From an optimization exercise on the open Yosys and OpenROAD flow, aimed at small area, a short achievable clock period and few clock cycles; shortcuts taken in it are not production practice. Only simulation tests tie the RTL to the original design; equivalence was not proved. No activity file was given, so power comes from the tool's default toggle rates.

$ cat config.mk
export PLATFORM = sky130hd
export DESIGN_NAME = codex32_lagw
export DESIGN_NICKNAME = codex32_lagw
export VERILOG_FILES = /design/flow/design.v
export SDC_FILE = /design/flow/constraint.sdc
export NUM_CORES = 4
export LEC_CHECK = 0
export ABC_CLOCK_PERIOD_IN_PS = 2500
export CAP_MARGIN = 20
export CORE_MARGIN = 2
export CORE_UTILIZATION = 40
export SETUP_SLACK_MARGIN = 2.5
export SLEW_MARGIN = 20
export TNS_END_PERCENT = 100
$ cat constraint.sdc
create_clock -name core_clock -period 5.0 [get_ports {clk}]
set_input_delay 1.0000 -clock core_clock [delete_from_list [all_inputs] [get_ports {clk}]]
set_output_delay 1.0000 -clock core_clock [all_outputs]
set_load 0.01 [all_outputs]
$ cat design.v
module gf32_mul (
    input  wire [4:0] a,
    input  wire [4:0] b,
    output wire [4:0] p
);
    wire [8:0] r;
    assign r[0] = a[0]&b[0];
    assign r[1] = a[1]&b[0] ^ a[0]&b[1];
    assign r[2] = a[2]&b[0] ^ a[1]&b[1] ^ a[0]&b[2];
    assign r[3] = a[3]&b[0] ^ a[2]&b[1] ^ a[1]&b[2] ^ a[0]&b[3];
    assign r[4] = a[4]&b[0] ^ a[3]&b[1] ^ a[2]&b[2] ^ a[1]&b[3] ^ a[0]&b[4];
    assign r[5] = a[4]&b[1] ^ a[3]&b[2] ^ a[2]&b[3] ^ a[1]&b[4];
    assign r[6] = a[4]&b[2] ^ a[3]&b[3] ^ a[2]&b[4];
    assign r[7] = a[4]&b[3] ^ a[3]&b[4];
    assign r[8] = a[4]&b[4];
    assign p[0] = r[0] ^ r[5] ^ r[7];
    assign p[1] = r[1] ^ r[6] ^ r[8];
    assign p[2] = r[2] ^ r[7];
    assign p[3] = r[3] ^ r[5] ^ r[7] ^ r[8];
    assign p[4] = r[4] ^ r[6] ^ r[8];
endmodule
module gf32_inv (
    input  wire [4:0] a,
    output reg  [4:0] y
);
    always @(*) begin
        case (a)
            5'd0:  y = 5'd0;   5'd1:  y = 5'd1;   5'd2:  y = 5'd20;  5'd3:  y = 5'd24;
            5'd4:  y = 5'd10;  5'd5:  y = 5'd8;   5'd6:  y = 5'd12;  5'd7:  y = 5'd29;
            5'd8:  y = 5'd5;   5'd9:  y = 5'd11;  5'd10: y = 5'd4;   5'd11: y = 5'd9;
            5'd12: y = 5'd6;   5'd13: y = 5'd28;  5'd14: y = 5'd26;  5'd15: y = 5'd31;
            5'd16: y = 5'd22;  5'd17: y = 5'd18;  5'd18: y = 5'd17;  5'd19: y = 5'd23;
            5'd20: y = 5'd2;   5'd21: y = 5'd25;  5'd22: y = 5'd16;  5'd23: y = 5'd19;
            5'd24: y = 5'd3;   5'd25: y = 5'd21;  5'd26: y = 5'd14;  5'd27: y = 5'd30;
            5'd28: y = 5'd13;  5'd29: y = 5'd7;   5'd30: y = 5'd27;  default: y = 5'd15;
        endcase
    end
endmodule
module codex32_lagw (
    input  wire        clk,
    input  wire        rst,           
    input  wire        cmd_valid,
    output wire        cmd_ready,
    input  wire [15:0] cmd_word,
    input  wire        cmd_empty,     
    input  wire        in_valid,
    output wire        in_ready,
    input  wire [7:0]  in_data,
    input  wire        in_last,
    output wire        out_valid,
    input  wire        out_ready,
    output wire [7:0]  out_data,
    output wire        out_last,
    output wire [3:0]  out_status
);
    localparam integer NS = 31;      
    localparam integer QD = 8;       
    localparam integer QW = 3;       
    localparam [2:0] ST_OK       = 3'd0;
    localparam [2:0] ST_ILLEGAL  = 3'd1;
    localparam [2:0] ST_RANGE    = 3'd2;
    localparam [2:0] ST_BADFRAME = 3'd4;
    localparam [2:0] ST_DUP      = 3'd5;
    localparam [2:0] ST_TARGET   = 3'd6;
    localparam [2:0] ST_INVZERO  = 3'd7;
    localparam [1:0] OP_ILLEGAL = 2'd0;
    localparam [1:0] OP_GFMUL   = 2'd1;
    localparam [1:0] OP_GFINV   = 2'd2;
    localparam [1:0] OP_LAGW    = 2'd3;
    integer i;
    reg        cq0v, cq1v;
    reg  [1:0] cq0op, cq1op;
    reg  [9:0] cq0ab, cq1ab;       
    reg        cq0e, cq1e;         
    reg  [4:0] aidx;               
    reg        in_rdy;
    reg  [1:0] dec_op;
    always @(*) begin
        if (cmd_word[15:10] == 6'b001000)      dec_op = OP_GFMUL;
        else if (cmd_word[15:5] == 11'h180)    dec_op = OP_GFINV;
        else if (cmd_word[15:5] == 11'h380)    dec_op = OP_LAGW;
        else                                   dec_op = OP_ILLEGAL;
    end
    assign cmd_ready = !cq1v;
    assign in_ready  = in_rdy;
    wire cmd_fire = cmd_valid && !cq1v;
    wire in_fire  = in_valid && in_rdy;
    reg  [QW:0] desc_res;          
    reg  [5:0]  slot_res;          
    wire a_tok    = cq0v && cq0e && (desc_res != QD);
    wire a_fwd    = a_tok || in_fire;
    wire a_lag    = in_fire && (cq0op == OP_LAGW);
    wire a_slot   = a_lag && (aidx != 5'd31);
    wire a_pushes = a_tok || (in_fire && in_last);
    wire cq0_pop  = a_pushes;
    wire [4:0] a_prod, a_inv;
    gf32_mul u_amul (.a(cq0ab[4:0]), .b(cq0ab[9:5]), .p(a_prod));
    gf32_inv u_ainv (.a(cq0ab[4:0]), .y(a_inv));
    reg  [2:0] a_tst;
    reg  [4:0] a_tres;
    always @(*) begin
        a_tres = 5'd0;
        case (cq0op)
            OP_ILLEGAL: a_tst = ST_ILLEGAL;
            OP_GFMUL:   begin a_tst = ST_OK; a_tres = a_prod; end
            OP_GFINV:   begin
                a_tres = a_inv;
                a_tst  = (cq0ab[4:0] == 5'd0) ? ST_INVZERO : ST_OK;
            end
            default:    a_tst = ST_BADFRAME;
        endcase
    end
    reg        n_cq0v, n_cq1v, n_cq0e;
    reg  [1:0] n_cq0op;
    reg  [4:0] n_aidx;
    always @(*) begin
        n_cq0v = cq0v; n_cq1v = cq1v; n_cq0e = cq0e; n_cq0op = cq0op;
        if (cq0_pop) begin
            if (cq1v) begin
                n_cq0v = 1'b1; n_cq0e = cq1e; n_cq0op = cq1op;
                n_cq1v = cmd_fire;
            end else begin
                n_cq0v = cmd_fire; n_cq0e = cmd_empty; n_cq0op = dec_op;
                n_cq1v = 1'b0;
            end
        end else if (cmd_fire) begin
            if (cq0v) n_cq1v = 1'b1;
            else begin
                n_cq0v = 1'b1; n_cq0e = cmd_empty; n_cq0op = dec_op;
            end
        end
        if (cq0_pop)                        n_aidx = 5'd0;
        else if (in_fire && aidx != 5'd31)  n_aidx = aidx + 5'd1;
        else                                n_aidx = aidx;
    end
    reg        bv, btok, blast, bfirst, blag, bslot;
    reg  [1:0] bop;
    reg  [4:0] bx5;                
    reg  [4:0] bxe;                
    reg        bhi;                
    reg        bhx;                
    reg  [2:0] btst;               
    reg  [4:0] btres;              
    reg  [5:0] bk;                 
    reg        brange, bdup, bhit;
    reg  [4:0] bln;
    wire bl   = bv && blag;        
    wire ins  = bl && bslot;       
    wire fclr = bv && !btok && blast;
    reg  [NS-1:0] occ, sf, sb;
    reg  [4:0]    sx [0:NS-1];
    reg  [4:0]    sd [0:NS-1];
    reg  [4:0]    so [0:NS-1];
    wire [4:0]    sm [0:NS-1];
    genvar g;
    generate
        for (g = 0; g < NS; g = g + 1) begin : slot
            gf32_mul u_mul (.a(sd[g]), .b(so[g]), .p(sm[g]));
        end
    endgenerate
    reg  [NS-1:0] dupv;
    always @(*) begin
        for (i = 0; i < NS; i = i + 1)
            dupv[i] = sf[i] && (so[i] == 5'd0);
    end
    wire any_dup = |dupv;
    wire [4:0] ln_p;
    gf32_mul u_lnmul (.a(bln), .b(bxe), .p(ln_p));
    wire       f_range = (bfirst ? 1'b0 : brange) | bhi;
    wire       f_dup   = (bfirst ? 1'b0 : bdup) | any_dup | (bk == 6'd32 && !bfirst);
    wire       f_hit   = (bfirst ? 1'b0 : bhit) | bhx;
    wire [5:0] k_prev  = bfirst ? 6'd0 : bk;
    wire [5:0] f_k     = (k_prev == 6'd32) ? 6'd32 : k_prev + 6'd1;
    wire [4:0] f_ln    = bfirst ? bxe : ln_p;
    reg        cv, cok;
    reg  [2:0] cst;
    reg  [4:0] cd, cn;
    reg  [2:0] b_st;
    reg  [4:0] b_d, b_n;
    always @(*) begin
        b_d = 5'd0;
        b_n = 5'd0;
        if (btok) begin
            b_st = btst;
            b_d  = btres;
        end else if (bop == OP_LAGW) begin
            b_n = (f_k[5] || f_k[4:0] == 5'd31) ? 5'd31 : f_k[4:0];
            b_d = f_ln;
            if (f_range)     b_st = ST_RANGE;
            else if (f_dup)  b_st = ST_DUP;
            else if (f_hit)  b_st = ST_TARGET;
            else             b_st = ST_OK;
        end else if (bop == OP_ILLEGAL) begin
            b_st = ST_ILLEGAL;
        end else begin
            b_st = ST_BADFRAME;
        end
    end
    wire b_push = bv && (btok || blast);
    reg  [QD-1:0] qv, qok;
    reg  [2:0]    qst [0:QD-1];
    reg  [4:0]    qd  [0:QD-1];
    reg  [4:0]    qn  [0:QD-1];
    reg  [4:0] bc;                 
    reg        hw;                 
    reg        hf;                 
    reg        he;                 
    reg        hl;                 
    reg        cp;                 
    wire pop  = (hw && cp) || hf;
    wire push = (hw || he) && cp;
    wire deq  = ((hw && hl) || he) && cp;
    reg        s1v, s1w, s1l;
    reg  [4:0] s1inv, s1d;
    reg  [2:0] s1st;
    reg  [2:0] obv;
    reg  [4:0] obd [0:2];
    reg        obl [0:2];
    reg  [2:0] obs [0:2];
    wire [4:0] d0inv;
    gf32_inv u_oinv (.a(sd[0]), .y(d0inv));
    wire [4:0] s1p;
    gf32_mul u_omul (.a(s1d), .b(s1inv), .p(s1p));
    wire [4:0] s1val = s1w ? s1p : s1d;
    assign out_valid  = obv[0];
    assign out_data   = {3'b000, obd[0]};
    assign out_last   = obl[0];
    assign out_status = {1'b0, obs[0]};
    wire out_fire = obv[0] && out_ready;
    reg  [QD-1:0] nqv, nqok, sqv;
    reg  [2:0]    nqst [0:QD-1];
    reg  [4:0]    nqd  [0:QD-1];
    reg  [4:0]    nqn  [0:QD-1];
    reg  [4:0]    n_bc;
    reg           newhead;         
    reg  [4:0]    newhead_n;
    always @(*) begin
        for (i = 0; i < QD; i = i + 1) begin
            if (deq && i + 1 < QD) begin
                nqv[i]  = qv[(i+1)%QD];  nqok[i] = qok[(i+1)%QD];
                nqst[i] = qst[(i+1)%QD]; nqd[i]  = qd[(i+1)%QD]; nqn[i] = qn[(i+1)%QD];
            end else if (deq) begin
                nqv[i]  = 1'b0; nqok[i] = 1'b0;
                nqst[i] = 3'd0; nqd[i]  = 5'd0; nqn[i] = 5'd0;
            end else begin
                nqv[i]  = qv[i];  nqok[i] = qok[i];
                nqst[i] = qst[i]; nqd[i]  = qd[i]; nqn[i] = qn[i];
            end
        end
        sqv = nqv;
        for (i = 0; i < QD; i = i + 1) begin
            if (cv && !sqv[i] && (i == 0 || sqv[(i+QD-1)%QD])) begin
                nqv[i]  = 1'b1; nqok[i] = cok;
                nqst[i] = cst;  nqd[i]  = cd; nqn[i] = cn;
            end
        end
        n_bc = deq ? 5'd0 : (pop ? bc + 5'd1 : bc);
        newhead   = (deq && qv[1]) || (cv && (!qv[0] || (deq && !qv[1])));
        newhead_n = (deq && qv[1]) ? qn[1] : cn;
    end
    wire n_hw = nqv[0] && nqok[0];
    wire n_hf = nqv[0] && !nqok[0] && (n_bc != nqn[0]);
    wire n_he = nqv[0] && !nqok[0] && (n_bc == nqn[0]);
    wire n_hl = (n_bc == nqn[0] - 5'd1);
    wire [2:0] ocnt = {2'b00, s1v} + {2'b00, obv[0]} + {2'b00, obv[1]} + {2'b00, obv[2]};
    wire n_cp = (ocnt + {2'b00, push}) <= 3'd3;
    wire n_popw = n_hw && n_cp;
    reg  [NS-1:0] tgt, nocc, nsf, nsb;
    reg  [4:0]    nsx [0:NS-1];
    reg  [NS:0]   occx;
    always @(*) begin
        occx = {1'b0, occ};
        for (i = 0; i < NS; i = i + 1) begin
            if (pop)
                tgt[i] = ins && occx[i] && !occx[i+1];
            else
                tgt[i] = ins && !occx[i] && ((i == 0) || occx[(i+NS-1)%NS]);
        end
        for (i = 0; i < NS; i = i + 1) begin
            if (tgt[i]) begin
                nocc[i] = 1'b1;
                nsf[i]  = !blast;
                nsx[i]  = bx5;
            end else if (pop) begin
                nocc[i] = occx[i+1];
                nsf[i]  = (i + 1 < NS) ? (sf[(i+1)%NS] && !fclr) : 1'b0;
                nsx[i]  = sx[(i+1)%NS];
            end else begin
                nocc[i] = occ[i];
                nsf[i]  = sf[i] && !fclr;
                nsx[i]  = sx[i];
            end
            if (newhead)
                nsb[i] = (i < newhead_n);
            else if (pop)
                nsb[i] = (i + 1 < NS) ? sb[(i+1)%NS] : 1'b0;
            else
                nsb[i] = sb[i];
        end
    end
    always @(posedge clk) begin
        if (rst) begin
            cq0v <= 1'b0; cq1v <= 1'b0;
            aidx <= 5'd0;
            in_rdy <= 1'b0;
            desc_res <= 0;
            slot_res <= 6'd0;
            bv <= 1'b0;
            cv <= 1'b0;
            qv <= 0;
            occ <= 0; sf <= 0; sb <= 0;
            bc <= 5'd0;
            hw <= 1'b0; hf <= 1'b0; he <= 1'b0; hl <= 1'b0;
            cp <= 1'b0;
            s1v <= 1'b0;
            obv <= 3'b000;
        end else begin
            if (cq0_pop) begin
                if (cq1v) begin
                    cq0op <= cq1op; cq0ab <= cq1ab; cq0e <= cq1e;
                    cq1op <= dec_op; cq1ab <= cmd_word[9:0]; cq1e <= cmd_empty;
                end else begin
                    cq0op <= dec_op; cq0ab <= cmd_word[9:0]; cq0e <= cmd_empty;
                end
            end else if (cmd_fire) begin
                if (cq0v) begin
                    cq1op <= dec_op; cq1ab <= cmd_word[9:0]; cq1e <= cmd_empty;
                end else begin
                    cq0op <= dec_op; cq0ab <= cmd_word[9:0]; cq0e <= cmd_empty;
                end
            end
            cq0v <= n_cq0v;
            cq1v <= n_cq1v;
            aidx <= n_aidx;
            desc_res <= desc_res + {{QW{1'b0}}, a_pushes} - {{QW{1'b0}}, deq};
            slot_res <= slot_res + {5'd0, a_slot} - {5'd0, pop};
            in_rdy <= n_cq0v && !n_cq0e &&
                      (desc_res + {{QW{1'b0}}, a_pushes} != QD) &&
                      (!((n_cq0op == OP_LAGW) && (n_aidx != 5'd31)) ||
                       (slot_res + {5'd0, a_slot} < NS));
            bv <= a_fwd;
            if (a_fwd) begin
                btok   <= a_tok;
                blast  <= in_last;
                blag   <= a_lag;
                bslot  <= a_slot;
                bop    <= cq0op;
                bfirst <= (aidx == 5'd0);
                bx5    <= in_data[4:0];
                bxe    <= in_data[4:0] ^ cq0ab[4:0];
                bhi    <= (in_data[7:5] != 3'b000);
                bhx    <= (in_data[4:0] == cq0ab[4:0]);
                btst   <= a_tst;
                btres  <= a_tres;
            end
            if (bl) begin
                brange <= f_range;
                bdup   <= f_dup;
                bhit   <= f_hit;
                bk     <= f_k;
                bln    <= f_ln;
            end
            cv <= b_push;
            if (b_push) begin
                cst <= b_st;
                cd  <= b_d;
                cn  <= b_n;
                cok <= (b_st == ST_OK) && (b_n != 5'd0);
            end
            qv  <= nqv;
            qok <= nqok;
            for (i = 0; i < QD; i = i + 1) begin
                qst[i] <= nqst[i];
                qd[i]  <= nqd[i];
                qn[i]  <= nqn[i];
            end
            bc <= n_bc;
            hw <= n_hw;
            hf <= n_hf;
            he <= n_he;
            hl <= n_hl;
            cp <= n_cp;
            occ <= nocc;
            sf  <= nsf;
            sb  <= nsb;
            for (i = 0; i < NS; i = i + 1) begin
                sx[i] <= nsx[i];
                if (tgt[i])
                    sd[i] <= bxe;
                else if (pop)
                    sd[i] <= (i + 1 < NS) ? sm[(i+1)%NS] : 5'd1;
                else
                    sd[i] <= sm[i];
                if (nsf[i])
                    so[i] <= a_lag ? (nsx[i] ^ in_data[4:0]) : 5'd1;
                else if (nsb[i])
                    so[i] <= n_popw ? (nsx[i] ^ nsx[0]) : 5'd1;
                else
                    so[i] <= 5'd1;
            end
            if (push) begin
                s1w   <= hw;
                s1inv <= d0inv;
                s1d   <= (qst[0] == ST_OK) ? qd[0] : 5'd0;
                s1l   <= hw ? hl : 1'b1;
                s1st  <= qst[0];
            end
            begin : obq
                reg [2:0] v;
                reg [4:0] d [0:2];
                reg       l [0:2];
                reg [2:0] s [0:2];
                reg       s1go;
                v = obv;
                for (i = 0; i < 3; i = i + 1) begin
                    d[i] = obd[i]; l[i] = obl[i]; s[i] = obs[i];
                end
                if (out_fire) begin
                    v = {1'b0, obv[2:1]};
                    d[0] = obd[1]; l[0] = obl[1]; s[0] = obs[1];
                    d[1] = obd[2]; l[1] = obl[2]; s[1] = obs[2];
                end
                s1go = s1v && !v[2];
                if (s1go) begin
                    if (!v[0]) begin
                        v[0] = 1'b1; d[0] = s1val; l[0] = s1l; s[0] = s1st;
                    end else if (!v[1]) begin
                        v[1] = 1'b1; d[1] = s1val; l[1] = s1l; s[1] = s1st;
                    end else begin
                        v[2] = 1'b1; d[2] = s1val; l[2] = s1l; s[2] = s1st;
                    end
                end
                obv <= v;
                for (i = 0; i < 3; i = i + 1) begin
                    obd[i] <= d[i]; obl[i] <= l[i]; obs[i] <= s[i];
                end
                s1v <= push || (s1v && !s1go);
            end
        end
    end
endmodule
$ cat run.sh
#!/bin/bash
# synth_recipe.tcl (not shown) runs the flow's synth.tcl, then flattens the netlist and writes it again
# the make line also repeats each setting of config.mk as NAME=value (left out here)
make -C /OpenROAD-flow-scripts/flow DESIGN_CONFIG=/design/flow/config.mk WORK_HOME=/design/flow/orfs CLKGATE_MAP_FILE= SYNTH_SCRIPT=/design/flow/synth_recipe.tcl finish
==> results.ini, run 1 <==
[logic_synthesis]
syn-instance-count = 5789
syn_avg_cell_area_um2 = 9.43
synth_top_area_cell = edfxtp_1
synth_area_leaders = edfxtp_1 39%, xnor2_1 12%, nand2_1 9.5%
synth_edf_count = 700
synth_ff_type = edfxtp_1
synth_seq_cells = 840
async_flop_share = 0
yosysMostFrequentCell = nand2_1
synth_cell_types = 79
synth_area_mm2 = 0.0546
ys_seq_area_frac = 0.437
synthesis.yosys.warnings = 34
synth_top_area_frac = 0.385
synthTopCellsByCount = 1,385 x nand2_1, 772 x xnor2_1, 700 x edfxtp_1, 259 x clkbuf_1, 231 x o21ai_0

[place]
place.gp.congestion = 0.873
dp_hpwl_um = 110000
io_buffer_count = 42
placedCellCount = 7379

[pwr]
power.density_mw_per_mm2 = 519
p_leak_uw = 0.0228
switchingPower_uw = 12600
intPower_uw = 21200
combinationalPowerShare = 0.455
ir_drop_mv = 0.375
sw_frac_of_total = 0.373
clockPowerShare = 0.223
seqPwrFrac = 0.322

[clocking]
clock-sinks = 840
cts_tree = built
htreeDepth = 3
clk-insertion-delay-late_ns = 0.75
cts_buffers = 97
clock_path_buffers = 3
cts_root_buf = clkbuf_16
clkSlewWorstSetupHoldPaths_ns = 0.06

[setup_path]
path_cells = o21ai_4, inv_2, fa_1, ha_1, a21o_1, nand2_2, o31ai_4, a211o_4, buf_6, buf_12, buf_4, or3_4, o221ai_2, o21a_1
slowest_stage = fa_1
endpoint = so[23][2]
cp-startpoint = he
reg2regPathDepth = 14
slowest_delay_ns = 0.43
path_buf_inv = 4
r2r_slack_ns = 1.77
rr_startpoint = he
critPathTopFamily = compound AO/OA/AOI/OAI gates
arrival_ns = 3.85
critical_path.startpoint_type = flip-flop
required_ns = 5.62
path_depth = 14
regToRegEndpoint = so[23][2]
end_kind = flip-flop
criticalPathCategory = reg -> reg
cp_max_fo = 11

[detailed_routing]
drtAntennaViolNets = 0
viasPerCell = 5.92
vias = 45900
dr.pass1.iters = 20
drt-total-wl_um = 182000
first_iter_violations = 5384
wire_per_inst_um = 23.4
drc = 0

[timing]
whs_ns = 0.489
skew_ns = 0.0721
setup_tns_ns = 0
slew-limit-headroom = 0.296
fmax_mhz = 310
worstMarginPinSlew_ns = 1.06
setup_viol = 0
slew_viol_final = 0
hold_viol = 0
grt_setup_unrepaired = yes
period_minus_slack_ns = 3.23
finalCritPeriodShare = 0.646

[global_routing]
grt_pass1_vias = 43300
grt_start_max_net_pins = 150
grt_pass1_wl_um = 270000
antenna_found_initial = 3
grt_overflow = 0
grt_util_all_layers = 0.249

[finish]
fillCellCount = 12500
multiInputGateArea_mm2 = 0.0313
regArea_mm2 = 0.0239
layout.cells.non_filler = 7762
layout-drive-gt1-share = 0.164
finish.utilization = 0.480
area_growth_syn_to_layout_pct = 19.1
nets = 5975

[run]
max_cap_viol_count = 0

[die]
die_h_um = 373
core_area_mm2 = 0.135
dieArea_mm2 = 0.139
io_pins = 47
start_util = 0.403
fp-row-count = 135
die_x_um = 373

[min_path]
worstHoldStart = s1st[2]
worstHoldPathType = reg -> reg

[status]
status = finished clean

## through the flow
step | setup slack [ns] | total power [µW] | area [µm²]
2_1_floorplan | 1.62 | 22300 | 55600
3_3_place_gp | 0.725 | 25500 | 57600
3_5_place_dp | 0.829 | 25700 | 57600
4_1_cts | 1.80 | 33600 | 63700
5_1_grt | 1.65 | 35700 | 65000
6_report | 1.77 | 33800 | 65000
## worst min path at each step
stage / endpoint / cells past startpoint
3_3_place_gp: s1st[0] / 0
2_1_floorplan: s1st[2] / 0
6_report: obs[2][2] / 0
5_1_grt: obs[2][0] / 0
4_1_cts: obs[2][0] / 0
3_5_place_dp: s1st[2] / 0
## flip-flops by register name, indices dropped and copies added, names as in the netlist, 6 cells and up
| register | flops |
|---|---|
| qv | 8 |
| bk | 6 |
| cq1ab | 10 |
| obd | 15 |
| sf | 31 |
| cq0ab | 10 |
| qd | 40 |
| obs | 9 |
| qok | 8 |
| slot_res | 6 |
| sx | 155 |
| qst | 24 |
| occ | 31 |
| sb | 31 |
| sd | 155 |
| qn | 40 |
| so | 155 |
## repair_timing
item / in CTS / in global routing
buffers inserted: 96 / 61
resized for setup: 339 / 144
pin swaps: 79 / 65
hold endpoints to repair: 0 / 0
cloned: 34 / 7
hold buffers: 0 / 0
endpoints found under the setup margin: 714 / 464
## routing by layer
layer  track usage  up-vias  share of wire
li1              -    21000              -
met1         0.337    22500           0.42
met2         0.397     2107           0.46
met3        0.0366      418          0.085
met4         0.103        2          0.043
met5             0        -       0.000072
## cell usage in the layout (no fill, tap or decap), drive strengths merged, types with 22 or more instances in the layout
cell / Yosys / routed
nand2: 1387 / 1387
xnor2: 772 / 772
edfxtp: 700 / 700
buf: 97 / 292
o21ai: 235 / 235
a21oi: 208 / 208
nor2: 194 / 195
mux2i: 187 / 187
o22ai: 169 / 169
xor2: 149 / 149
dfxtp: 140 / 140
a221oi: 135 / 135
inv: 130 / 134
clkbuf: 259 / 133
a21o: 132 / 132
mux2: 123 / 123
o221ai: 106 / 106
o21a: 72 / 72
and2: 48 / 48
ha: 46 / 46
nand3: 39 / 44
a22oi: 43 / 43
nor2b: 42 / 42
clkinv: 3 / 39
nor3: 34 / 34
or3: 19 / 31
nor4: 30 / 30
a222oi: 29 / 29
a31oi: 27 / 27
nand2b: 25 / 25
clkdlybuf4s50: 0 / 22
## logic make-up (layout without fill, tap and decap cells)
group,after synthesis,after routing,synth area share
xor+xnor,928,928,0.151
flops,840,840,0.437
simple gates,1904,1924,0.147
fa+ha+maj,49,49,0.0116
mux,312,312,0.0605
compound gates,1266,1267,0.158
buf+inv,489,656,0.0356
other cells,1,5,0.0000687
## power by group through the flow
stage                     registers [µW]  logic [µW]  clock network (µW)
after floorplan                    10400       11900                   0
after global placement             11000       14500                   0
after detailed placement           11000       14700                   0
after CTS                          10800       15100                7610
after global routing               11000       16800                7880
final                              10900       15400                7540
## area by class of cell
cell class	count	share of cell area
Clock inverter	56	0.0105
Inverter	133	0.00883
Antenna cell	1	0.0000385
Sequential cell	840	0.367
Multi-Input combinational cell	4484	0.482
Timing Repair Buffer	337	0.0557
Timing Repair inverter	2	0.000443
Tap cell	1781	0.0343
Clock buffer	128	0.0412
Testbench counts, summed over its fixed seeds: cycles 3,017.
==> inputs of run 2 (changes only) <==
--- a/config.mk
+++ b/config.mk
@@ -7,3 +7,2 @@
 export LEC_CHECK = 0
-export ABC_CLOCK_PERIOD_IN_PS = 2500
 export CAP_MARGIN = 20
@@ -11,4 +10,2 @@
 export CORE_UTILIZATION = 40
-export SETUP_SLACK_MARGIN = 2.5
 export SLEW_MARGIN = 20
-export TNS_END_PERCENT = 100
==> results.ini, run 2 <==
[pwr]
intPower_uw = 20900
sw_frac_of_total = 0.368
p_leak_uw = 0.0211
ir_drop_mv = 0.356
seqPwrFrac = 0.329
switchingPower_uw = 12100
combinationalPowerShare = 0.447
power.density_mw_per_mm2 = 548
clockPowerShare = 0.224

[run]
max_cap_viol_count = 0

[clocking]
postCtsHoldBufs = 0
htreeDepth = 3
clkSlewWorstSetupHoldPaths_ns = 0.06
cts_buffers = 97
cts_root_buf = clkbuf_16
cts_tree = built
cts_resized = 0
clock-sinks = 840
clk-insertion-delay-late_ns = 0.71
clock_path_buffers = 3
cts_setup_buffers = 0

[timing]
slew-limit-headroom = 0.174
worstMarginPinSlew_ns = 1.23
skew_ns = 0.0279
setup_tns_ns = 0
setup_viol = 0
finalCritPeriodShare = 0.771
grt_setup_unrepaired = no
fmax_mhz = 259
slew_viol_final = 0
hold_viol = 0
period_minus_slack_ns = 3.86

[place]
place.gp.congestion = 0.887
io_buffer_count = 42
dp_hpwl_um = 112000

[detailed_routing]
dr.pass1.iters = 9
drtAntennaViolNets = 0
vias = 44200
drc = 0
wire_per_inst_um = 22.0
first_iter_violations = 4955
viasPerCell = 5.83
drt-total-wl_um = 166000

[logic_synthesis]
synth_top_area_cell = edfxtp_1
synth_area_leaders = edfxtp_1 39%, xnor2_1 12%, nand2_1 9.5%
yosysMostFrequentCell = nand2_1
synth_top_family_by_area = compound AO/OA/AOI/OAI gates
syn-instance-count = 5789
synth_cell_types = 79
synth_compound_area_frac = 0.158
muxShareOfSynthArea = 0.0605
synthesis.yosys.warnings = 34
synth_ff_type = edfxtp_1
synth_edf_count = 700
ys_seq_area_frac = 0.437
syn_avg_cell_area_um2 = 9.43
synthSimpleGateAreaFrac = 0.147
synth_seq_cells = 840
synth_area_mm2 = 0.0546
synthTopCellsByCount = 1,385 x nand2_1, 772 x xnor2_1, 700 x edfxtp_1, 259 x clkbuf_1, 231 x o21ai_0
synth_top_area_frac = 0.385
synth_xor_area_frac = 0.151
synthAdderAreaFrac = 0.0116
async_flop_share = 0

[setup_path]
criticalPathCategory = reg -> reg
critical_path.startpoint_type = flip-flop
critPathTopFamily = compound AO/OA/AOI/OAI gates
path_buf_inv = 1
slowest_stage = a21oi_1
required_ns = 5.43
r2r_slack_ns = 1.14
cp_max_fo = 14
path_cells = a21oi_1, o21ai_1, a222oi_1, buf_4, a21boi_0, o211ai_1, o221ai_1, o21ai_0
end_kind = flip-flop
arrival_ns = 4.29
slowest_delay_ns = 0.82

[die]
io_pins = 47
core_area_mm2 = 0.135
dieArea_mm2 = 0.139
start_util = 0.403
die_x_um = 373
die_h_um = 373
fp-row-count = 135

[finish]
final_common_cell = nand2_1
reg_top3 = sd x155, so x155, sx x155
antennaDiodeCount = 0
fillCellCount = 12900
area_growth_syn_to_layout_pct = 10.3
layout-drive-gt1-share = 0.0768
nets = 5789
finish.utilization = 0.444
layout_common_cells = 1,385 x nand2_1, 772 x xnor2_1, 700 x edfxtp_1

[min_path]
worstHoldPathType = reg -> reg

[global_routing]
grt_pass1_vias = 41300
grt_overflow = 0
grt_start_max_net_pins = 130
grt_pass1_wl_um = 253000
antenna_found_initial = 0
grt_util_all_layers = 0.231

[status]
status = finished clean

==> run 2: logic make-up (layout without fill, tap and decap cells) <==
kind of cell    Yosys count  after routing
mux                     312            312
compound gates         1266           1266
flops                   840            840
buf+inv                 489            491
simple gates           1904           1904
xor+xnor                928            928
other cells               1              4
fa+ha+maj                49             49
==> run 2: path summary, 6_finish.rpt <==
check	end	depth (start not counted)	start
worst max-delay path	so[28][0]	8	hw
worst min-delay path	s1st[2]	0	qst[0][2]
worst max register to register	so[28][0]	8	hw
worst min register to register	s1st[2]	0	qst[0][2]
==> run 2: layout make-up <==
class,count,area (µm²),share of cell area
multi-input cells,4463,28900,0.480
flip-flops and latches,840,23800,0.396
clock buffers,136,2780,0.0462
well taps,1781,2230,0.0370
repair buffers,174,1460,0.0242
inverters,133,514,0.00855
clock inverters,48,505,0.00840
==> run 2: power by group through the flow <==
stage	clock network (µW)	logic, µW	registers, µW
after floorplan	0	11800	10400
after CTS	7510	14800	10800
final	7400	14700	10900
after global placement	0	14500	11000
after detailed placement	0	14700	11000
after global routing	7790	16100	11000
==> run 2: metrics by stage <==
step | cells | hold WS (ns) | worst slack (ns) | power [µW] | instance area (µm²)
6_report | 7575 | 0.453 | 1.14 | 33000 | 60200
4_1_cts | 7575 | 0.453 | 0.930 | 33100 | 60200
3_5_place_dp | 7391 | 0.439 | 0.842 | 25600 | 56900
2_1_floorplan | 5792 | 0.427 | 0.635 | 22200 | 54600
5_1_grt | 7575 | 0.462 | 0.765 | 34900 | 60200
3_3_place_gp | 7391 | 0.437 | 0.865 | 25400 | 56900
==> run 2: metal layers <==
layer | up-vias | GRT usage | wire length (µm)
met3 | 298 | 0.0332 | 13500
li1 | 20500 | - | -
met1 | 21500 | 0.319 | 71300
met4 | 0 | 0.0850 | 5370
met5 | - | 0 | 0
met2 | 1891 | 0.368 | 76200
==> inputs of run 3 (changes only) <==
--- a/design.v
+++ b/design.v
@@ -149,6 +149,5 @@
     wire fclr = bv && !btok && blast;
-    reg  [NS-1:0] occ, sf, sb;
-    reg  [4:0]    sx [0:NS-1];
+    reg  [NS-1:0] occ, sf, sb, sen;
+    reg  [4:0]    su [0:NS-1];     
     reg  [4:0]    sd [0:NS-1];
-    reg  [4:0]    so [0:NS-1];
     wire [4:0]    sm [0:NS-1];
@@ -157,3 +156,3 @@
         for (g = 0; g < NS; g = g + 1) begin : slot
-            gf32_mul u_mul (.a(sd[g]), .b(so[g]), .p(sm[g]));
+            gf32_mul u_mul (.a(sd[g]), .b(sen[g] ? su[g] : 5'd1), .p(sm[g]));
         end
@@ -163,3 +162,3 @@
         for (i = 0; i < NS; i = i + 1)
-            dupv[i] = sf[i] && (so[i] == 5'd0);
+            dupv[i] = sf[i] && (su[i] == 5'd0);
     end
@@ -203,3 +202,3 @@
     reg  [4:0]    qn  [0:QD-1];
-    reg  [4:0] bc;                 
+    reg  [4:0] rem;                
     reg        hw;                 
@@ -235,2 +234,3 @@
     reg           newhead;         
+    reg           newhead_ok;
     reg  [4:0]    newhead_n;
@@ -256,10 +256,13 @@
         end
-        n_bc = deq ? 5'd0 : (pop ? bc + 5'd1 : bc);
-        newhead   = (deq && qv[1]) || (cv && (!qv[0] || (deq && !qv[1])));
-        newhead_n = (deq && qv[1]) ? qn[1] : cn;
+        newhead    = (deq && qv[1]) || (cv && (!qv[0] || (deq && !qv[1])));
+        newhead_n  = (deq && qv[1]) ? qn[1] : cn;
+        newhead_ok = (deq && qv[1]) ? qok[1] : cok;
+        n_bc = newhead ? newhead_n : (pop ? rem - 5'd1 : rem);
     end
-    wire n_hw = nqv[0] && nqok[0];
-    wire n_hf = nqv[0] && !nqok[0] && (n_bc != nqn[0]);
-    wire n_he = nqv[0] && !nqok[0] && (n_bc == nqn[0]);
-    wire n_hl = (n_bc == nqn[0] - 5'd1);
+    wire n_hv = newhead || (qv[0] && !deq);
+    wire n_ok = newhead ? newhead_ok : qok[0];
+    wire n_hw = n_hv && n_ok;
+    wire n_hf = n_hv && !n_ok && (n_bc != 5'd0);
+    wire n_he = n_hv && !n_ok && (n_bc == 5'd0);
+    wire n_hl = (n_bc == 5'd1);
     wire [2:0] ocnt = {2'b00, s1v} + {2'b00, obv[0]} + {2'b00, obv[1]} + {2'b00, obv[2]};
@@ -267,5 +270,14 @@
     wire n_popw = n_hw && n_cp;
-    reg  [NS-1:0] tgt, nocc, nsf, nsb;
-    reg  [4:0]    nsx [0:NS-1];
+    reg  [NS-1:0] tgt, nocc, nsf, nsb, nsen;
+    reg  [4:0]    nsu [0:NS-1];
     reg  [NS:0]   occx;
+    reg           bf, bb;
+    reg  [4:0]    bu;
+    wire [4:0]    bx5_n = a_fwd ? in_data[4:0] : bx5;
+    wire [4:0]    dfr   = bx5 ^ bx5_n;
+    wire [4:0]    hbx   = pop ? su[1] : su[0];
+    wire [4:0]    fdel  = fclr ? bx5 : dfr;
+    wire [4:0]    gdel  = newhead ? hbx : (pop ? su[1] : 5'd0);
+    wire [4:0]    tval  = blast ? bx5 : (bx5 ^ bx5_n);
+    reg           isb;
     always @(*) begin
@@ -279,2 +291,14 @@
         for (i = 0; i < NS; i = i + 1) begin
+            if (pop) begin
+                bu = (i + 1 < NS) ? su[(i+1)%NS] : 5'd0;
+                bf = (i + 1 < NS) ? sf[(i+1)%NS] : 1'b0;
+                bb = (i + 1 < NS) ? sb[(i+1)%NS] : 1'b0;
+                nocc[i] = occx[i+1];
+            end else begin
+                bu = su[i];
+                bf = sf[i];
+                bb = sb[i];
+                nocc[i] = occ[i];
+            end
+            isb = newhead ? (i < newhead_n) : bb;
             if (tgt[i]) begin
@@ -282,18 +306,9 @@
                 nsf[i]  = !blast;
-                nsx[i]  = bx5;
-            end else if (pop) begin
-                nocc[i] = occx[i+1];
-                nsf[i]  = (i + 1 < NS) ? (sf[(i+1)%NS] && !fclr) : 1'b0;
-                nsx[i]  = sx[(i+1)%NS];
+                nsu[i]  = tval;
             end else begin
-                nocc[i] = occ[i];
-                nsf[i]  = sf[i] && !fclr;
-                nsx[i]  = sx[i];
+                nsf[i]  = bf && !fclr;
+                nsu[i]  = bu ^ (({5{bf}} & fdel) | ({5{isb}} & gdel));
             end
-            if (newhead)
-                nsb[i] = (i < newhead_n);
-            else if (pop)
-                nsb[i] = (i + 1 < NS) ? sb[(i+1)%NS] : 1'b0;
-            else
-                nsb[i] = sb[i];
+            nsb[i]  = isb && !tgt[i];
+            nsen[i] = nsf[i] ? a_lag : (nsb[i] && n_popw);
         end
@@ -310,4 +325,4 @@
             qv <= 0;
-            occ <= 0; sf <= 0; sb <= 0;
-            bc <= 5'd0;
+            occ <= 0; sf <= 0; sb <= 0; sen <= 0;
+            rem <= 5'd0;
             hw <= 1'b0; hf <= 1'b0; he <= 1'b0; hl <= 1'b0;
@@ -337,5 +352,5 @@
             in_rdy <= n_cq0v && !n_cq0e &&
-                      (desc_res + {{QW{1'b0}}, a_pushes} != QD) &&
+                      (a_pushes ? (desc_res < QD - 1) : (desc_res < QD)) &&
                       (!((n_cq0op == OP_LAGW) && (n_aidx != 5'd31)) ||
-                       (slot_res + {5'd0, a_slot} < NS));
+                       (a_slot ? (slot_res < NS - 1) : (slot_res < NS)));
             bv <= a_fwd;
@@ -376,3 +391,3 @@
             end
-            bc <= n_bc;
+            rem <= n_bc;
             hw <= n_hw;
@@ -385,4 +400,5 @@
             sb  <= nsb;
+            sen <= nsen;
             for (i = 0; i < NS; i = i + 1) begin
-                sx[i] <= nsx[i];
+                su[i] <= nsu[i];
                 if (tgt[i])
@@ -393,8 +409,2 @@
                     sd[i] <= sm[i];
-                if (nsf[i])
-                    so[i] <= a_lag ? (nsx[i] ^ in_data[4:0]) : 5'd1;
-                else if (nsb[i])
-                    so[i] <= n_popw ? (nsx[i] ^ nsx[0]) : 5'd1;
-                else
-                    so[i] <= 5'd1;
             end
--- a/config.mk
+++ b/config.mk
@@ -7,5 +7,8 @@
 export LEC_CHECK = 0
+export ABC_CLOCK_PERIOD_IN_PS = 2500
 export CAP_MARGIN = 20
 export CORE_MARGIN = 2
-export CORE_UTILIZATION = 40
+export CORE_UTILIZATION = 60
+export SETUP_SLACK_MARGIN = 2.5
 export SLEW_MARGIN = 20
+export TNS_END_PERCENT = 100
==> results.ini, run 3 <==
[finish]
nets = 6384
layout_common_cells = 1,163 x nand2_1, 559 x xnor2_1, 540 x edfxtp_1
fillCellCount = 6385
reg_top3 = sd x155, su x155, qd x40
area_growth_syn_to_layout_pct = 21.2
final_common_cell = nand2_1
layout.cells.non_filler = 7536
layout-drive-gt1-share = 0.197

[place]
dp_hpwl_um = 106000
io_buffer_count = 42
placedCellCount = 6963
place.gp.congestion = 0.932

[detailed_routing]
vias = 49000
first_iter_violations = 6841
wire_per_inst_um = 24.5
drtAntennaViolNets = 0
drc = 0
dr.pass1.iters = 10
viasPerCell = 6.50
drt-total-wl_um = 184000

[logic_synthesis]
synth_edf_count = 540
synth_ff_type = edfxtp_1
ys_seq_area_frac = 0.374
synth_top_area_frac = 0.308
synth_cell_types = 94
synth_area_mm2 = 0.0526
syn_avg_cell_area_um2 = 8.48
async_flop_share = 0
syn-instance-count = 6200
synth_top_area_cell = edfxtp_1
yosysMostFrequentCell = nand2_1
synthTopCellsByCount = 1,236 x nand2_1, 564 x xnor2_1, 540 x edfxtp_1, 449 x nor2_1, 445 x a21oi_1
synth_seq_cells = 711
synthesis.yosys.warnings = 32
synth_area_leaders = edfxtp_1 31%, xnor2_1 9.4%, nand2_1 8.8%

[status]
status = finished clean

[setup_path]
cp-startpoint = hw
reg2regPathDepth = 11
path_buf_inv = 2
path_depth = 11
path_cells = o21ai_4, inv_2, fa_1, ha_1, a21oi_2, nor2b_4, nand3b_1, buf_12, a211oi_2, a311oi_1, a21oi_1
critPathTopFamily = compound AO/OA/AOI/OAI gates
critical_path.startpoint_type = flip-flop
criticalPathCategory = reg -> reg
slowest_delay_ns = 0.44
slowest_stage = fa_1
regToRegEndpoint = sen[13]
required_ns = 5.52
arrival_ns = 3.28
endpoint = sen[13]
cp_max_fo = 7
rr_startpoint = hw
end_kind = flip-flop
r2r_slack_ns = 2.24

[die]
start_util = 0.606
core_area_mm2 = 0.0868
dieArea_mm2 = 0.0900
io_pins = 47
die_x_um = 300
die_h_um = 300
fp-row-count = 108

[timing]
fmax_mhz = 362
worstMarginPinSlew_ns = 1.03
finalCritPeriodShare = 0.552
slew-limit-headroom = 0.314
setup_tns_ns = 0
hold_viol = 0
grt_setup_unrepaired = yes
setup_viol = 0
slew_viol_final = 0
period_minus_slack_ns = 2.76
skew_ns = 0.0258

[clocking]
cts_buffers = 82
cts_root_buf = clkbuf_16
postCtsHoldBufs = 0
cts_tree = built
clkSlewWorstSetupHoldPaths_ns = 0.06
clock_path_buffers = 3
clk-insertion-delay-late_ns = 0.70
clock-sinks = 711
htreeDepth = 3

[global_routing]
grt_start_max_net_pins = 125
antenna_found_initial = 5
grt_util_all_layers = 0.381
grt_pass1_vias = 43800
grt_overflow = 0
grt_pass1_wl_um = 265000

[pwr]
power.density_mw_per_mm2 = 292
ir_drop_mv = 0.275
p_leak_uw = 0.0238

[run]
max_cap_viol_count = 0

[min_path]
worstHoldPathType = reg -> reg

## run 3: metal layers
| layer | up-vias | share of wire | GRT usage |
|---|---|---|---|
| met2 | 2893 | 0.43 | 0.577 |
| met5 | - | 0.00020 | 0 |
| met1 | 23300 | 0.38 | 0.503 |
| met4 | 6 | 0.065 | 0.193 |
| met3 | 736 | 0.13 | 0.103 |
| li1 | 22000 | - | - |
## run 3: metrics by stage
step / hold WS (ns) / instance area [µm²] / power [µW] / utilization / worst slack (ns)
finish: 0.453 / 63700 / 18600 / 0.735 / 2.24
global placement: 0.433 / 53400 / 11200 / 0.616 / 0.868
global route: 0.470 / 63700 / 19200 / 0.735 / 2.17
floorplan: 0.427 / 53000 / 10300 / - / 1.99
detailed placement: 0.439 / 53500 / 11200 / 0.616 / 0.902
CTS: 0.452 / 60100 / 18000 / 0.693 / 2.35
## run 3: how the worst min path moves through the flow
stage,cells past startpoint,start,slack (ns),end
after detailed placement,0,qst[0][0],0.44,s1st[0]
after CTS,0,qst[0][0],0.45,s1st[0]
after global placement,0,qst[0][2],0.43,s1st[2]
after floorplan,0,qst[0][2],0.43,s1st[2]
final,0,qst[0][0],0.45,s1st[0]
after global routing,0,qst[0][2],0.47,s1st[2]
## run 3: final cells by class
type                       instances  area, µm²  share of cell area
clock buffer                     118       2340              0.0367
timing repair inverter             3       28.8            0.000452
inverter                         121        518             0.00813
multi-input combinational       4864      33800               0.530
sequential                       711      19700               0.309
tap                             1155       1450              0.0227
timing repair buffer             528       5570              0.0874
clock inverter                    35        400             0.00628
antenna                            1       2.50           0.0000393
## run 3: logic make-up (layout without fill, tap and decap cells)
group,count (synthesis),count (layout),share of synthesized area
flip-flops,711,711,0.374
XOR/XNOR,844,844,0.144
AND/OR/NAND/NOR,2150,2152,0.176
multiplexers,372,372,0.0739
other,1,5,0.0000713
adder cells (fa/ha/maj),42,42,0.0104
AO/OA/AOI/OAI,1439,1450,0.173
buffers and inverters,641,805,0.0483
## run 3: power breakdown
group | total (µW) | internal, µW | switching (µW)
registers | 7380 | 6760 | 620
logic | 4970 | 2250 | 2720
clock network | 6270 | 3630 | 2640
## run 3: timing repair
action,in CTS,in global routing
cloned,27,6
gates resized for setup,325,511
pin swaps,100,244
setup endpoints to repair,609,347
buffers inserted,219,166
Testbench counts of run 3, summed over its fixed seeds: cycles 3,017.
==> inputs of run 4 (changes only) <==
--- a/config.mk
+++ b/config.mk
@@ -10,3 +10,3 @@
 export CORE_MARGIN = 2
-export CORE_UTILIZATION = 60
+export CORE_UTILIZATION = 40
 export SETUP_SLACK_MARGIN = 2.5
==> results.ini, run 4 <==
[setup_path]
r2r_slack_ns = 2.22
cp_max_fo = 8
slowest_delay_ns = 0.41
critPathTopFamily = compound AO/OA/AOI/OAI gates
reg2regPathDepth = 12
regToRegEndpoint = sen[24]
path_buf_inv = 5
required_ns = 5.61
path_cells = buf_12, buf_4, and2_4, a21oi_1, a21oi_1, buf_4, o31a_1, buf_6, buf_4, a211oi_2, a311oi_2, a21oi_2
end_kind = flip-flop
critical_path.most_common_cell = buf_4
slowest_stage = a21oi_1
rr_startpoint = cp
arrival_ns = 3.39
critical_path.startpoint_type = flip-flop
criticalPathCategory = reg -> reg

[detailed_routing]
wire_per_inst_um = 22.6
drt-total-wl_um = 185000
dr.pass1.iters = 11
vias = 49000
drtAntennaViolNets = 0
drc = 0
viasPerCell = 5.97
first_iter_violations = 6253

[run]
max_cap_viol_count = 0

[pwr]
ir_drop_mv = 0.332
p_leak_uw = 0.0241
power.density_mw_per_mm2 = 292

[logic_synthesis]
synth_ff_type = edfxtp_1
synth_seq_cells = 711
synth_area_mm2 = 0.0526
muxShareOfSynthArea = 0.0739
async_flop_share = 0
synthAdderAreaFrac = 0.0104
synth_xor_area_frac = 0.144
synth_edf_count = 540
synth_compound_area_frac = 0.173
synth_cell_types = 94
syn_avg_cell_area_um2 = 8.48
yosysMostFrequentCell = nand2_1
synth_top_area_frac = 0.308
synth_top_family_by_area = simple AND/OR/NAND/NOR gates
syn-instance-count = 6200
synthesis.yosys.warnings = 32
synth_area_leaders = edfxtp_1 31%, xnor2_1 9.4%, nand2_1 8.8%
synthSimpleGateAreaFrac = 0.176
synth_top_area_cell = edfxtp_1
synthTopCellsByCount = 1,236 x nand2_1, 564 x xnor2_1, 540 x edfxtp_1, 449 x nor2_1, 445 x a21oi_1
ys_seq_area_frac = 0.374

[timing]
worstMarginPinSlew_ns = 0.946
setup_tns_ns = 0
fmax_mhz = 360
skew_ns = 0.0453
slew_viol_final = 0
finalCritPeriodShare = 0.556
slew-limit-headroom = 0.370
hold_viol = 0
fin_ws_ns = 2.22
setup_viol = 0
period_minus_slack_ns = 2.78
grt_setup_unrepaired = yes

[die]
fp-row-count = 133
start_util = 0.401
core_area_mm2 = 0.131
io_pins = 47
die_x_um = 367
dieArea_mm2 = 0.134
die_h_um = 367

[finish]
layout_common_cells = 1,145 x nand2_1, 554 x xnor2_1, 540 x edfxtp_1
final_common_cell = nand2_1
finish.utilization = 0.496
fillCellCount = 11800
nets = 6443
reg_top3 = sd x155, su x155, qd x40
area_growth_syn_to_layout_pct = 23.6
layout-drive-gt1-share = 0.207

[global_routing]
antenna_found_initial = 4
grt_pass1_wl_um = 269000
grt_pass1_vias = 44300
grt_overflow = 0
grt_start_max_net_pins = 143
grt_util_all_layers = 0.254

[clocking]
clock-sinks = 711
clock_path_buffers = 3
clk-insertion-delay-late_ns = 0.71
cts_buffers = 83
cts_root_buf = clkbuf_16
clkSlewWorstSetupHoldPaths_ns = 0.06
cts_tree = built
htreeDepth = 3

[place]
pre_cts_ws_ns = 0.848
io_buffer_count = 42
place.gp.congestion = 0.896
dp_hpwl_um = 110000

[status]
status = finished clean

[min_path]
min_delay_path_depth = 0
holdPathEnd = s1st[1]
worstHoldStart = qst[0][1]
worstHoldPathType = reg -> reg

-- run 4: final cells by class --
cell class / count / area (µm²) / share of cell area
clock inverters: 43 / 609 / 0.00938
flip-flops and latches: 711 / 19700 / 0.303
inverters: 121 / 526 / 0.00809
repair inverters: 4 / 31.3 / 0.000481
repair buffers: 580 / 5860 / 0.0902
diodes: 3 / 7.51 / 0.000116
clock buffers: 111 / 2260 / 0.0348
multi-input cells: 4869 / 33800 / 0.520
well taps: 1755 / 2200 / 0.0338
-- run 4: power by group --
part | internal, µW | total, µW | switching (µW) | leakage (µW)
combinational | 2310 | 5070 | 2760 | 0.0162
sequential | 6760 | 7360 | 594 | 0.00653
clock | 3750 | 6520 | 2770 | 0.00139
-- run 4: worst max path at each step --
| stage | cells past startpoint | from | endpoint | slack [ns] |
|---|---|---|---|---|
| after floorplan | 12 | in_valid | a_inv[0] | 1.99 |
| after global placement | 10 | in_valid | a_inv[2] | 0.94 |
| after detailed placement | 10 | in_valid | a_inv[2] | 0.85 |
| after CTS | 13 | desc_res[2] | a_inv[3] | 2.35 |
| after global routing | 14 | desc_res[2] | a_inv[3] | 2.16 |
| final | 12 | cp | sen[24] | 2.22 |
-- run 4: worst register-to-register path: cells and delay by family (launching register included) --
| family | cells | cell delay [ns] |
|---|---|---|
| compound gates | 6 | 1.34 |
| buf+inv | 5 | 0.82 |
| flops | 1 | 0.38 |
| simple gates | 1 | 0.19 |
-- run 4: metal layers --
| metal | vias to the layer above | GRT usage | routed length, µm |
|---|---|---|---|
| met1 | 23600 | 0.332 | 73000 |
| li1 | 22200 | - | - |
| met5 | - | 0 | 79 |
| met4 | 8 | 0.108 | 9510 |
| met2 | 2609 | 0.398 | 82100 |
| met3 | 614 | 0.0658 | 20400 |
-- run 4: cells by family after synthesis --
family / after synthesis
DFF: 711
xor gates and xnor gates: 844
AOI/OAI and AO/OA: 1439
other: 1
muxes: 372
and+or+nand+nor: 2150
buffers and inverters: 641
adders and majority gates: 42
-- run 4: what timing repair did --
action / 4_1_cts / 5_1_grt
gates cloned: 28 / 6
pin swaps: 182 / 305
buffers inserted: 231 / 209
gates resized for setup: 425 / 435
hold buffers: 0 / 0
endpoints found under the setup margin: 564 / 364
-- run 4: per-stage QoR --
stage               total power (µW)  instance area, µm²  std cells  hold WS, ns
floorplan                      10300               53000       6203        0.427
global placement               11200               54200       7563        0.435
detailed placement             11300               54300       7566        0.436
CTS                            18400               61500       7979        0.450
global route                   19600               65000       8194        0.459
finish                         18900               65000       8197        0.447
==> inputs of run 5 (changes only) <==
--- a/design.v
+++ b/design.v
@@ -56,4 +56,4 @@
     localparam integer NS = 31;      
-    localparam integer QD = 8;       
-    localparam integer QW = 3;       
+    localparam integer QD = 10;      
+    localparam integer QW = 4;       
     localparam [2:0] ST_OK       = 3'd0;
@@ -72,3 +72,5 @@
     reg  [1:0] cq0op, cq1op;
-    reg  [9:0] cq0ab, cq1ab;       
+    reg  [4:0] cq0v5, cq1v5;       
+    reg        cq0z, cq1z;         
+    reg        crdy;
     reg        cq0e, cq1e;         
@@ -83,5 +85,5 @@
     end
-    assign cmd_ready = !cq1v;
+    assign cmd_ready = crdy;
     assign in_ready  = in_rdy;
-    wire cmd_fire = cmd_valid && !cq1v;
+    wire cmd_fire = cmd_valid && crdy;
     wire in_fire  = in_valid && in_rdy;
@@ -95,19 +97,8 @@
     wire cq0_pop  = a_pushes;
-    wire [4:0] a_prod, a_inv;
-    gf32_mul u_amul (.a(cq0ab[4:0]), .b(cq0ab[9:5]), .p(a_prod));
-    gf32_inv u_ainv (.a(cq0ab[4:0]), .y(a_inv));
-    reg  [2:0] a_tst;
-    reg  [4:0] a_tres;
-    always @(*) begin
-        a_tres = 5'd0;
-        case (cq0op)
-            OP_ILLEGAL: a_tst = ST_ILLEGAL;
-            OP_GFMUL:   begin a_tst = ST_OK; a_tres = a_prod; end
-            OP_GFINV:   begin
-                a_tres = a_inv;
-                a_tst  = (cq0ab[4:0] == 5'd0) ? ST_INVZERO : ST_OK;
-            end
-            default:    a_tst = ST_BADFRAME;
-        endcase
-    end
+    wire [4:0] c_prod, c_inv;
+    gf32_mul u_amul (.a(cmd_word[4:0]), .b(cmd_word[9:5]), .p(c_prod));
+    gf32_inv u_ainv (.a(cmd_word[4:0]), .y(c_inv));
+    wire [4:0] c_v5 = (dec_op == OP_GFMUL) ? c_prod :
+                      (dec_op == OP_GFINV) ? c_inv : cmd_word[4:0];
+    wire       c_z  = (cmd_word[4:0] == 5'd0);
     reg        n_cq0v, n_cq1v, n_cq0e;
@@ -141,4 +132,4 @@
     reg        bhx;                
-    reg  [2:0] btst;               
-    reg  [4:0] btres;              
+    reg        bz;                 
+    reg  [4:0] bfx;                
     reg  [5:0] bk;                 
@@ -182,4 +173,9 @@
         if (btok) begin
-            b_st = btst;
-            b_d  = btres;
+            b_d = bxe;             
+            case (bop)
+                OP_ILLEGAL: b_st = ST_ILLEGAL;
+                OP_GFMUL:   b_st = ST_OK;
+                OP_GFINV:   b_st = bz ? ST_INVZERO : ST_OK;
+                default:    b_st = ST_BADFRAME;
+            endcase
         end else if (bop == OP_LAGW) begin
@@ -214,6 +210,6 @@
     reg  [2:0] s1st;
-    reg  [2:0] obv;
-    reg  [4:0] obd [0:2];
-    reg        obl [0:2];
-    reg  [2:0] obs [0:2];
+    reg  [1:0] obv;
+    reg  [4:0] obd [0:1];
+    reg        obl [0:1];
+    reg  [2:0] obs [0:1];
     wire [4:0] d0inv;
@@ -267,4 +263,6 @@
     wire n_hl = (n_bc == 5'd1);
-    wire [2:0] ocnt = {2'b00, s1v} + {2'b00, obv[0]} + {2'b00, obv[1]} + {2'b00, obv[2]};
-    wire n_cp = (ocnt + {2'b00, push}) <= 3'd3;
+    wire [2:0] ocnt = {2'b00, s1v} + {2'b00, obv[0]} + {2'b00, obv[1]};
+    wire oc_le1 = (ocnt <= 3'd1);
+    wire oc_le2 = (ocnt <= 3'd2);
+    wire n_cp = (push && !out_fire) ? oc_le1 : ((!push && out_fire) ? 1'b1 : oc_le2);
     wire n_popw = n_hw && n_cp;
@@ -277,6 +275,5 @@
     wire [4:0]    dfr   = bx5 ^ bx5_n;
-    wire [4:0]    hbx   = pop ? su[1] : su[0];
-    wire [4:0]    fdel  = fclr ? bx5 : dfr;
-    wire [4:0]    gdel  = newhead ? hbx : (pop ? su[1] : 5'd0);
-    wire [4:0]    tval  = blast ? bx5 : (bx5 ^ bx5_n);
+    wire [4:0]    fxe   = bfirst ? bx5 : bfx;    
+    wire [4:0]    fdel  = fclr ? (bx5 ^ fxe) : dfr;
+    wire [4:0]    tval  = blast ? (bx5 ^ fxe) : (bx5 ^ bx5_n);
     reg           isb;
@@ -309,3 +306,3 @@
                 nsf[i]  = bf && !fclr;
-                nsu[i]  = bu ^ (({5{bf}} & fdel) | ({5{isb}} & gdel));
+                nsu[i]  = bu ^ (({5{bf}} & fdel) | ({5{bb && pop}} & su[1]));
             end
@@ -317,3 +314,3 @@
         if (rst) begin
-            cq0v <= 1'b0; cq1v <= 1'b0;
+            cq0v <= 1'b0; cq1v <= 1'b0; crdy <= 1'b1;
             aidx <= 5'd0;
@@ -330,3 +327,3 @@
             s1v <= 1'b0;
-            obv <= 3'b000;
+            obv <= 2'b00;
         end else begin
@@ -334,6 +331,6 @@
                 if (cq1v) begin
-                    cq0op <= cq1op; cq0ab <= cq1ab; cq0e <= cq1e;
-                    cq1op <= dec_op; cq1ab <= cmd_word[9:0]; cq1e <= cmd_empty;
+                    cq0op <= cq1op; cq0v5 <= cq1v5; cq0z <= cq1z; cq0e <= cq1e;
+                    cq1op <= dec_op; cq1v5 <= c_v5; cq1z <= c_z; cq1e <= cmd_empty;
                 end else begin
-                    cq0op <= dec_op; cq0ab <= cmd_word[9:0]; cq0e <= cmd_empty;
+                    cq0op <= dec_op; cq0v5 <= c_v5; cq0z <= c_z; cq0e <= cmd_empty;
                 end
@@ -341,5 +338,5 @@
                 if (cq0v) begin
-                    cq1op <= dec_op; cq1ab <= cmd_word[9:0]; cq1e <= cmd_empty;
+                    cq1op <= dec_op; cq1v5 <= c_v5; cq1z <= c_z; cq1e <= cmd_empty;
                 end else begin
-                    cq0op <= dec_op; cq0ab <= cmd_word[9:0]; cq0e <= cmd_empty;
+                    cq0op <= dec_op; cq0v5 <= c_v5; cq0z <= c_z; cq0e <= cmd_empty;
                 end
@@ -348,2 +345,3 @@
             cq1v <= n_cq1v;
+            crdy <= !n_cq1v;
             aidx <= n_aidx;
@@ -364,8 +362,8 @@
                 bx5    <= in_data[4:0];
-                bxe    <= in_data[4:0] ^ cq0ab[4:0];
+                bxe    <= a_tok ? cq0v5 : (in_data[4:0] ^ cq0v5);
                 bhi    <= (in_data[7:5] != 3'b000);
-                bhx    <= (in_data[4:0] == cq0ab[4:0]);
-                btst   <= a_tst;
-                btres  <= a_tres;
+                bhx    <= (in_data[4:0] == cq0v5);
+                bz     <= cq0z;
             end
+            if (bl && bfirst) bfx <= bx5;
             if (bl) begin
@@ -418,9 +416,9 @@
             begin : obq
-                reg [2:0] v;
-                reg [4:0] d [0:2];
-                reg       l [0:2];
-                reg [2:0] s [0:2];
+                reg [1:0] v;
+                reg [4:0] d [0:1];
+                reg       l [0:1];
+                reg [2:0] s [0:1];
                 reg       s1go;
                 v = obv;
-                for (i = 0; i < 3; i = i + 1) begin
+                for (i = 0; i < 2; i = i + 1) begin
                     d[i] = obd[i]; l[i] = obl[i]; s[i] = obs[i];
@@ -428,7 +426,6 @@
                 if (out_fire) begin
-                    v = {1'b0, obv[2:1]};
+                    v = {1'b0, obv[1]};
                     d[0] = obd[1]; l[0] = obl[1]; s[0] = obs[1];
-                    d[1] = obd[2]; l[1] = obl[2]; s[1] = obs[2];
                 end
-                s1go = s1v && !v[2];
+                s1go = s1v && !v[1];
                 if (s1go) begin
@@ -436,6 +433,4 @@
                         v[0] = 1'b1; d[0] = s1val; l[0] = s1l; s[0] = s1st;
-                    end else if (!v[1]) begin
-                        v[1] = 1'b1; d[1] = s1val; l[1] = s1l; s[1] = s1st;
                     end else begin
-                        v[2] = 1'b1; d[2] = s1val; l[2] = s1l; s[2] = s1st;
+                        v[1] = 1'b1; d[1] = s1val; l[1] = s1l; s[1] = s1st;
                     end
@@ -443,3 +438,3 @@
                 obv <= v;
-                for (i = 0; i < 3; i = i + 1) begin
+                for (i = 0; i < 2; i = i + 1) begin
                     obd[i] <= d[i]; obl[i] <= l[i]; obs[i] <= s[i];
--- a/config.mk
+++ b/config.mk
@@ -7,7 +7,7 @@
 export LEC_CHECK = 0
-export ABC_CLOCK_PERIOD_IN_PS = 2500
+export ABC_CLOCK_PERIOD_IN_PS = 3200
 export CAP_MARGIN = 20
 export CORE_MARGIN = 2
-export CORE_UTILIZATION = 40
-export SETUP_SLACK_MARGIN = 2.5
+export CORE_UTILIZATION = 60
+export SETUP_SLACK_MARGIN = 1.8
 export SLEW_MARGIN = 20
==> results.ini, run 5 <==
[status]
status = finished clean

[detailed_routing]
drt-total-wl_um = 152000
vias = 44500
drc = 0
drtAntennaViolNets = 0
dr.pass1.iters = 8
wire_per_inst_um = 21.4
first_iter_violations = 5005
viasPerCell = 6.26

[setup_path]
path_cells = a21oi_4, buf_4, buf_8, nand2_1, a21oi_1, buf_4, nor3_1, a21oi_1, nand4b_1, o21ai_0
cp_max_fo = 53
end_kind = flip-flop
arrival_ns = 3.56
slowest_delay_ns = 0.49
path_buf_inv = 3
critical_path.startpoint_type = flip-flop
critPathTopFamily = buffers and inverters
criticalPathCategory = reg -> reg
required_ns = 5.52
slowest_stage = buf_4

[finish]
post-route-cell-area_mm2 = 0.0565
fillCellCount = 7330
reg_top3 = sd x155, su x155, qd x50
finish.utilization = 0.650
layout.cells.non_filler = 7103
nets = 5947
final_common_cell = nand2_1
layout-drive-gt1-share = 0.0789
area_growth_syn_to_layout_pct = 6.95
regArea_mm2 = 0.0199
multiInputGateArea_mm2 = 0.0305
layout_common_cells = 1,142 x nand2_1, 622 x xnor2_1, 549 x edfxtp_1

[logic_synthesis]
synth_edf_count = 549
yosysMostFrequentCell = nand2_1
synthAdderAreaFrac = 0.00961
synth_top_area_cell = edfxtp_1
ys_seq_area_frac = 0.376
syn-instance-count = 6171
synth_compound_area_frac = 0.154
synthSimpleGateAreaFrac = 0.178
synth_area_mm2 = 0.0529
muxShareOfSynthArea = 0.0886
synthesis.yosys.warnings = 32
synthTopCellsByCount = 1,143 x nand2_1, 622 x xnor2_1, 549 x edfxtp_1, 453 x nor2_1, 436 x a21oi_1
synth_xor_area_frac = 0.144
syn_avg_cell_area_um2 = 8.56
synth_top_family_by_area = simple AND/OR/NAND/NOR gates
synth_ff_type = edfxtp_1
async_flop_share = 0
synth_area_leaders = edfxtp_1 31%, xnor2_1 10%, nand2_1 8.1%
synth_cell_types = 93
synth_top_area_frac = 0.312
synth_seq_cells = 718

[global_routing]
grt_pass1_vias = 40600
grt_pass1_wl_um = 236000
grt_util_all_layers = 0.329
antenna_found_initial = 0
grt_overflow = 0
grt_start_max_net_pins = 168

[timing]
skew_ns = 0.0265
worstMarginPinSlew_ns = 1.14
slew_viol_final = 0
grt_setup_unrepaired = yes
fmax_mhz = 328
period_minus_slack_ns = 3.05
slew-limit-headroom = 0.237
finalCritPeriodShare = 0.609
fin_ws_ns = 1.95
setup_viol = 0
hold_viol = 0
setup_tns_ns = 0

[place]
io_buffer_count = 42
placedCellCount = 6943
place.gp.congestion = 0.906
placed_cell_area_mm2 = 0.0535
pre_cts_ws_ns = 1.13
dp_hpwl_um = 102000

[pwr]
intPower_uw = 12100
sw_frac_of_total = 0.300
combinationalPowerShare = 0.207
power.density_mw_per_mm2 = 305
clockPowerShare = 0.363
seqPwrFrac = 0.431
ir_drop_mv = 0.301
switchingPower_uw = 5160
p_leak_uw = 0.0193

[clocking]
clkSlewWorstSetupHoldPaths_ns = 0.06
cts_root_buf = clkbuf_16
cts_tree = built
clk-insertion-delay-late_ns = 0.66
postCtsHoldBufs = 0
clock_path_buffers = 3
htreeDepth = 3
cts_buffers = 81
clock-sinks = 718

[die]
start_util = 0.607
io_pins = 47
dieArea_mm2 = 0.0905
die_h_um = 301
die_x_um = 301
fp-row-count = 108
core_area_mm2 = 0.0870

[min_path]
worstHoldPathType = reg -> reg

[run]
max_cap_viol_count = 0

run 5: cell count changes after synthesis, sizes merged, moves of 30 or more:
cell / previous run / this run
o21ai: 337 / 367
a211oi: 38 / 88
xnor2: 564 / 622
nand2: 1237 / 1143
xor2: 267 / 221
a22oi: 88 / 43
a21o: 70 / 32
mux2: 112 / 167
run 5: power by group through the flow:
stage | Sequential [µW] | Combinational [µW] | Clock [µW]
after detailed placement | 7520 | 3510 | 0
after floorplan | 7050 | 3160 | 0
after CTS | 7400 | 3540 | 6330
final | 7420 | 3560 | 6250
after global placement | 7520 | 3440 | 0
after global routing | 7480 | 3910 | 6550
run 5: cell families (layout without fill, tap and decap cells):
family,Yosys count,in the layout
simple gates,2141,2141
compound gates,1318,1318
xor+xnor,853,853
flops,718,718
buf+inv,659,431
mux,442,442
fa+ha+maj,39,39
other cells,1,6
run 5: final timing paths:
path	from	to	slack, ns	depth (start not counted)
max reg2reg	cp	sen[6]	1.95	10
min	s1st[0]	obs[1][0]	0.45	0
max	cp	sen[6]	1.95	10
min reg2reg	s1st[0]	obs[1][0]	0.45	0
run 5: area by class of cell:
class                   count  share of cell area
multi-input cells        4797               0.540
flip-flops and latches    718               0.351
clock buffers             117              0.0417
well taps                1155              0.0256
repair buffers            158              0.0246
inverters                 121             0.00863
clock inverters            34             0.00739
repair inverters            1            0.000199
diodes                      2           0.0000885
run 5: layer usage:
metal / part of all wire / global-route usage / vias to the layer above
met2: 0.45 / 0.519 / 1808
met5: 0 / 0 / -
met4: 0.038 / 0.123 / 0
met3: 0.084 / 0.0481 / 300
li1: - / - / 21000
met1: 0.43 / 0.459 / 21300
run 5: through the flow:
stage	hold WS, ns	total power (µW)
after floorplan	0.400	10200
after global placement	0.432	11000
after detailed placement	0.435	11000
after CTS	0.447	17300
after global routing	0.461	17900
final	0.447	17200
run 5: timing repair:
action                                  4_1_cts  5_1_grt
gates cloned                                  0        1
gates resized for setup                      12       21
setup buffers                                 4        2
pin swaps                                     1        1
endpoints found under the setup margin      170      142
run 5: worst register-to-register path, stage by stage (launching register included):
cell and delay (ns):
dfxtp_1 0.43, a21oi_4 0.30, buf_4 0.49, buf_8 0.42, nand2_1 0.11, a21oi_1 0.15, buf_4 0.28, nor3_1 0.09
a21oi_1 0.27, nand4b_1 0.15, o21ai_0 0.21
Testbench counts of run 5, summed over its fixed seeds: cycles 2,985.

-- port drivers added, routing unchanged --
In the flow no input, the clock included, has a driving cell. The finished layouts below were timed again as built, in two steps.
Step 1 sets driving cells, clkbuf_16 on the clock port and buf_2 on the other inputs (assumed; they add their load-dependent delay and slew).
Step 2 moves the port delays by t, midway between the first and last clock arrival at a register: inputs arrive t later, outputs are due t later. That takes back most of the time a late clock gives input paths.
Three values: ideal ports, drivers, drivers and shift; two values: the first two.
| run | shift t [ns] | setup slack, ns | worst hold slack (ns) | worst setup path at the end | pins driven straight from the clock port |
|---|---|---|---|---|---|
| run 1 | 0.783 | 1.771 / 1.771 / 1.506 | 0.489 / 0.489 / 0.489 | input to register | 1 |
| run 2 | 0.768 | 1.143 / 1.143 / 0.798 | 0.453 / 0.453 / 0.453 | input to register | 1 |
| run 3 | 0.752 | 2.240 / 2.240 / 1.584 | 0.453 / 0.453 / 0.453 | input to register | 1 |
| run 4 | 0.768 | 2.219 / 2.219 / 1.561 | 0.447 / 0.447 / 0.447 | input to register | 1 |
| run 5 | 0.723 | 1.955 / 1.955 / 1.285 | 0.447 / 0.447 / 0.447 | input to register | 1 |
After both steps every run listed still meets setup and hold. The setup slack of run 5, which loses most, moves by 0.000 ns with the drivers and by -0.670 ns with both steps.
